What follows belongs to an exercise in optimizing a design on an open flow for small area, a short achievable clock period and few clock cycles; a production flow would make more cautious choices.
Function was checked by simulation only, so behaviour that the tests miss may differ from the original.
Power is estimated from default activity; no workload was simulated.

Design fbp_framer_rx, start of the top module:
module fbp_framer_rx (
    input  wire        clk,
    input  wire        rst,
    input  wire        in_valid,
    input  wire [7:0]  in_data,
    output wire        in_ready,
    output reg         ev_valid,
    output reg  [1:0]  ev_kind,
    output reg  [4:0]  ev_type,
    output reg  [10:0] ev_id,
    output reg  [15:0] ev_meta,
    output reg  [7:0]  ev_len,
    output reg         pl_valid,
    output reg  [7:0]  pl_data,
    output reg         pl_last,
    output reg         busy,
    output reg  [31:0] stat_ignored,
    output reg  [31:0] stat_resync
);
Size in the first run: about 130 I/O pins.
clock: 12.0 ns
lec_check: 0
abc_area: 1
cap_margin: 20
core_margin: 2
core_utilization: 50
place_density: 0.65
slew_margin: 20
standard.sh (not shown) runs the stock make flow with config.mk's settings and CLKGATE_MAP_FILE= SYNTH_SCRIPT=/design/flow/synth_recipe.tcl, a recipe that flattens the netlist after the stock synthesis.
==> flow/flow/run.sh <==
#!/bin/bash
# Standard layout, with the setup repair aiming at a tighter slack than the clock needs
# and a clock tree built from larger sink clusters without dummy loads.
set -euo pipefail
export SETUP_SLACK_MARGIN=8.6
export CTS_ARGS="-sink_clustering_enable -repair_clock_nets -sink_clustering_size 40 -sink_clustering_max_diameter 50 -buf_list {sky130_fd_sc_hd__clkbuf_8 sky130_fd_sc_hd__clkbuf_16} -dont_use_dummy_load"
bash standard.sh > standard_flow.log 2>&1
Testbench counts at the start, summed over its fixed seeds: cycles 42,615.
Rerun with:
==> flow/flow/run.sh (replaced) <==
#!/bin/bash
# Standard layout, with the setup repair aiming at a tighter slack than the clock needs
# and a clock tree built from larger sink clusters without dummy loads.
set -euo pipefail
export SETUP_SLACK_MARGIN=8.6
export CTS_ARGS="-sink_clustering_enable -repair_clock_nets -sink_clustering_size 35 -sink_clustering_max_diameter 60 -buf_list {sky130_fd_sc_hd__clkbuf_8 sky130_fd_sc_hd__clkbuf_16} -dont_use_dummy_load"
bash standard.sh > standard_flow.log 2>&1
CORE_UTILIZATION = 65   (was 50)
PLACE_DENSITY = 0.78   (was 0.65)
Result: Clock skew rises by 0.020 ns. Register-to-register slack is worse by 0.09 ns. Wire length rises by a few percent. Setup slack is better by 0.018 ns. Die area falls by about a fifth. Non-clock buffer count falls by 11. Combinational power is about the same. Design area falls slightly. Via count rises slightly. Utilization rises by 16 points. Hold slack is better by 0.017 ns.
Rerun with:
CORE_UTILIZATION = 50   (was 65)
PLACE_DENSITY = 0.65   (was 0.78)
Effect:
- The new run produced a clean layout
- clock power grows by about 1%
- global-route usage decreases by 6.6 points
- critical path depth does not change
- sequential cell count stays the same
- first-iteration DRC count drops by 28%
- utilization is lower by 16 points
- worst hold slack loses 0.014 ns
- non-clock buffer count went up by 12
- maximum frequency grows by 0.83%
Rerun with:
CAP_MARGIN = 5   (was 20)
SLEW_MARGIN = 5   (was 20)
Result: The changed run completed without violations; setup slack hardly moves; clock power barely changes; critical path depth does not change; wire length barely changes; cell area is about the same; clock skew barely changes; flip-flop and latch count stays the same.

---

Setup of alpha:
fbp_framer_rx, a different RTL version from the one above (not shown whole).
Size in the first run: ~130 I/O pins, ~68,000 µm² of cells after synthesis.
Settings: LEC_CHECK=0, CAP_MARGIN=20, CORE_MARGIN=2, CORE_UTILIZATION=30, CTS_BUF_LIST=sky130_fd_sc_hd__clkbuf_8 sky130_fd_sc_hd__clkbuf_16, CTS_CLUSTER_DIAMETER=60, CTS_CLUSTER_SIZE=30, PLACE_DENSITY=0.45, SLEW_MARGIN=20; clock period 12.0 ns.
run.sh (not shown) runs the stock make flow with config.mk's settings and CLKGATE_MAP_FILE= SYNTH_SCRIPT=/design/flow/synth_recipe.tcl, a recipe that flattens the netlist after the stock synthesis.
Stock flow here: none of the scripts above is used.
alpha went all the way through synthesis, placement and routing and the layout is clean on timing, DRC and antenna.
Testbench counts of alpha, summed over its fixed seeds: cycles 42,447.
Changes in beta relative to alpha:
==> flow/flow/run.sh (new file) <==
#!/bin/bash
# Standard layout, with the setup repair aiming at a tighter slack than the clock needs.
set -euo pipefail
export SETUP_SLACK_MARGIN=8.4
bash standard.sh > standard_flow.log 2>&1
==> flow/standard.sh (new file) <==
#!/bin/bash
# synth_recipe.tcl (not shown) runs the flow's synth.tcl, then flattens the netlist and writes it again
# the make line also repeats each setting of config.mk as NAME=value (left out here)
make -C /OpenROAD-flow-scripts/flow DESIGN_CONFIG=/design/flow/config.mk WORK_HOME=/design/flow/orfs CLKGATE_MAP_FILE= SYNTH_SCRIPT=/design/flow/synth_recipe.tcl "${@:-finish}"
removed: flow/run.sh
Summary of beta over alpha: wire length of the first global-routing pass has increased, post-route fraction of the period consumed by the critical path went down by 4.7 points, combined flip-flop and latch cell area was more or less identical, number of buffers inserted during clock tree synthesis saw a decrease, worst-case setup margin in the final layout now larger. Looking at maximum achievable frequency, beta sits above alpha. Re area added between synthesis and finish: beta and alpha aren't equal, and the lower value belongs to alpha. Changes observed in beta relative to alpha: highest net fanout along the worst path decreased 6, wire length after detailed routing increased about 1%, final clock skew decreased 0.0060 ns. On sequential share of cell area, the lower figure sits with beta, not alpha.
Input changes introduced in gamma (baseline for comparison: beta):
# beta
export LEC_CHECK = 0
export CAP_MARGIN = 20
export CORE_MARGIN = 2
export CORE_UTILIZATION = 30
export CTS_BUF_LIST = sky130_fd_sc_hd__clkbuf_8 sky130_fd_sc_hd__clkbuf_16
export CTS_CLUSTER_DIAMETER = 60
export CTS_CLUSTER_SIZE = 30
export PLACE_DENSITY = 0.45
export SLEW_MARGIN = 20
create_clock -name core_clock -period 12.0 [get_ports {clk}]
# gamma
export LEC_CHECK = 0
export CAP_MARGIN = 20
export CORE_MARGIN = 2
export CORE_UTILIZATION = 30
export PLACE_DENSITY = 0.45
export SLEW_MARGIN = 20
create_clock -name core_clock -period 12.0 [get_ports {clk}]
==> flow/flow/run.sh <==
#!/bin/bash
# Standard layout, with the setup repair aiming at a tighter slack than the clock needs
# and a clock tree built from larger sink clusters without dummy loads.
set -euo pipefail
export SETUP_SLACK_MARGIN=9.0
export CTS_ARGS="-sink_clustering_enable -repair_clock_nets -sink_clustering_size 30 -sink_clustering_max_diameter 60 -buf_list {sky130_fd_sc_hd__clkbuf_8 sky130_fd_sc_hd__clkbuf_16} -dont_use_dummy_load"
bash standard.sh > standard_flow.log 2>&1
## What came out
Aggregate routed wire length | gamma above beta
Compared with beta, total of clock buffers placed in the layout in gamma decreased by a little under 10%.
Relative to beta, the total power draw of gamma is lower by about 6%.
The half-perimeter wire length of the detailed placement result was comparable across beta and gamma.
The higher switching power as a share of total power of beta and gamma is in beta.
Taking beta as the reference point, the combinational share of power of gamma rises by 2.0 points.
From beta to gamma the numbers moved as follows: cell total after placement barely changed; cell area shows no meaningful change.
STATUS final critical delay including setup and external delays: gamma wins against beta
Measured against each other, beta and gamma differ in post-route clock period utilization, the higher figure coming from beta.
Between beta and gamma, clock skew is higher for gamma, beta comes in under that.
Changes in delta relative to gamma:
# gamma
export LEC_CHECK = 0
export CAP_MARGIN = 20
export CORE_MARGIN = 2
export CORE_UTILIZATION = 30
export PLACE_DENSITY = 0.45
export SLEW_MARGIN = 20
create_clock -name core_clock -period 12.0 [get_ports {clk}]
# delta
export LEC_CHECK = 0
export CAP_MARGIN = 20
export CORE_MARGIN = 2
export CORE_UTILIZATION = 30
export CTS_BUF_LIST = sky130_fd_sc_hd__clkbuf_8 sky130_fd_sc_hd__clkbuf_16
export CTS_CLUSTER_DIAMETER = 60
export CTS_CLUSTER_SIZE = 30
export PLACE_DENSITY = 0.45
export SLEW_MARGIN = 20
create_clock -name core_clock -period 12.0 [get_ports {clk}]
==> flow/flow/run.sh <==
#!/bin/bash
# Standard layout, with the setup repair aiming at a tighter slack than the clock needs.
set -euo pipefail
export SETUP_SLACK_MARGIN=7.8
bash standard.sh > standard_flow.log 2>&1
==> run notes <==
Delta (delta minus gamma): core utilization of the finished layout went down 0.54 points; logic gate share of total power went down 2.0 points; worst slew slack as a fraction of its limit went down 0.58 points.

---

Another version of the RTL of fbp_framer_rx (not shown whole).
For scale: ~5500 cells after synthesis, about 2600 flip-flops, about 130 I/O pins.
Settings: LEC_CHECK=0, ABC_AREA=1, CAP_MARGIN=20, CORE_MARGIN=2, CORE_UTILIZATION=50, PLACE_DENSITY=0.65, SLEW_MARGIN=20; clock period 12.0 ns.
standard.sh (not shown) runs the stock make flow with config.mk's settings and CLKGATE_MAP_FILE= SYNTH_SCRIPT=/design/flow/synth_recipe.tcl, a recipe that flattens the netlist after the stock synthesis.
==> flow/flow/run.sh <==
#!/bin/bash
# Standard layout, with the setup repair aiming at a tighter slack than the clock needs
# and a clock tree built from larger sink clusters without dummy loads.
set -euo pipefail
export SETUP_SLACK_MARGIN=8.6
export CTS_ARGS="-sink_clustering_enable -repair_clock_nets -sink_clustering_size 35 -sink_clustering_max_diameter 60 -buf_list {sky130_fd_sc_hd__clkbuf_8 sky130_fd_sc_hd__clkbuf_16} -dont_use_dummy_load"
bash standard.sh > standard_flow.log 2>&1
The starting point completed without violations.
Testbench counts at the start, summed over its fixed seeds: cycles 42,455.
Rerun with:
==> flow/flow/run.sh (replaced) <==
#!/bin/bash
# Standard layout, with the setup repair aiming at a tighter slack than the clock needs
# and a clock tree built from larger sink clusters without dummy loads.
set -euo pipefail
export SETUP_SLACK_MARGIN=8.6
export CTS_ARGS="-sink_clustering_enable -repair_clock_nets -sink_clustering_size 30 -sink_clustering_max_diameter 60 -buf_list {sky130_fd_sc_hd__clkbuf_8 sky130_fd_sc_hd__clkbuf_16} -dont_use_dummy_load"
bash standard.sh > standard_flow.log 2>&1
ABC_AREA = unset   (was 1)
CORE_UTILIZATION = 30   (was 50)
PLACE_DENSITY = 0.45   (was 0.65)
Setup slack loses 0.048 ns. Final area came out higher by 4.3%. Hold slack gains 0.019 ns. Cell count came out higher by 8.7%. Clock power came out higher by 16%. Die area came out higher by 67%.
Rerun with:
==> flow/flow/run.sh (replaced) <==
#!/bin/bash
# Standard layout, with the setup repair aiming at a tighter slack than the clock needs
# and a clock tree built from larger sink clusters without dummy loads.
set -euo pipefail
export SETUP_SLACK_MARGIN=8.4
export CTS_ARGS="-sink_clustering_enable -repair_clock_nets -sink_clustering_size 35 -sink_clustering_max_diameter 60 -buf_list {sky130_fd_sc_hd__clkbuf_8 sky130_fd_sc_hd__clkbuf_16} -dont_use_dummy_load"
bash standard.sh > standard_flow.log 2>&1
CORE_UTILIZATION = 50   (was 30)
PLACE_DENSITY = 0.65   (was 0.45)
Core utilization climbs by 21 points.
Flip-flop and latch count stays the same.
Synthesized cell count stays the same.
Register-to-register slack got worse by 0.10 ns.
Global-route usage climbs by 6.5 points.
Power drops by 4.2%.
Clock power drops by 13%.
Fmax climbs by 1.0%.
Worst hold slack got worse by 0.010 ns.
Rerun with:
==> flow/flow/run.sh (replaced) <==
#!/bin/bash
# Standard layout, with the setup repair aiming at a tighter slack than the clock needs
# and a clock tree built from larger sink clusters without dummy loads.
set -euo pipefail
export SETUP_SLACK_MARGIN=8.6
export CTS_ARGS="-sink_clustering_enable -repair_clock_nets -sink_clustering_size 35 -sink_clustering_max_diameter 60 -buf_list {sky130_fd_sc_hd__clkbuf_8 sky130_fd_sc_hd__clkbuf_16} -root_buf sky130_fd_sc_hd__clkbuf_16 -balance_levels -dont_use_dummy_load"
bash standard.sh > standard_flow.log 2>&1
=>
- The changed run completed without violations
- worst setup slack gets better by 0.025 ns
- via count is higher by 0.43%
- core utilization rises by 0.29 points
- total power grows by 1.2%
- synthesized cell count stays the same
- hold slack got worse by 0.029 ns
- clock skew goes down by 0.017 ns
- first-iteration DRC count is higher by 3.3%
- non-clock buffer count goes up by 9

-- what the ideal ports hide --
Ports are ideal in the flow. The routed layouts listed here were re-timed in OpenROAD. Step 1: set_driving_cell puts a clkbuf_16 on clk and a buf_2 on each other input, an assumption about the parent block. Step 2 adds t to the input delays and takes it off the output delays; t is the mean of the earliest and latest rising clock arrival at the registers after step 1. Input paths then give back, and output paths get back, about the clock's delay inside the block. Three values: ideal ports, drivers, drivers and shift; two values: the first two.
| run | shift t [ns] | setup slack, ns | worst setup path after step 2 |
|---|---|---|---|
| the first run of note 1 | 0.833 | 8.356 / 8.281 / 8.264 | input to register |
| the second run of note 1 | 0.768 | 8.373 / 8.300 / 8.249 | input to register |
| the third run of note 1 | 0.788 | 8.403 / 8.328 / 8.241 | input to register |
| the fourth run of note 1 | 0.788 | 8.403 / 8.328 / 8.243 | input to register |
| alpha | 0.901 | 7.497 / 7.406 / 7.144 | input to register |
| beta | 0.875 | 8.060 / 7.981 / 7.728 | input to register |
| gamma | 0.856 | 8.128 / 8.048 / 8.217 | input to register |
| delta | 0.901 | 7.901 / 7.809 / 7.136 | input to register |
| the first run of note 3 | 0.804 | 8.359 / 8.284 / 8.130 | input to register |
| the second run of note 3 | 0.845 | 8.311 / 8.230 / 8.332 | input to register |
| the third run of note 3 | 0.802 | 8.348 / 8.271 / 8.166 | input to register |
| the fourth run of note 3 | 0.815 | 8.372 / 8.295 / 8.111 | input to register |
After both steps every run listed still meets setup and hold. The setup slack of delta, which loses most, moves by -0.092 ns with the drivers and by -0.765 ns with both steps.
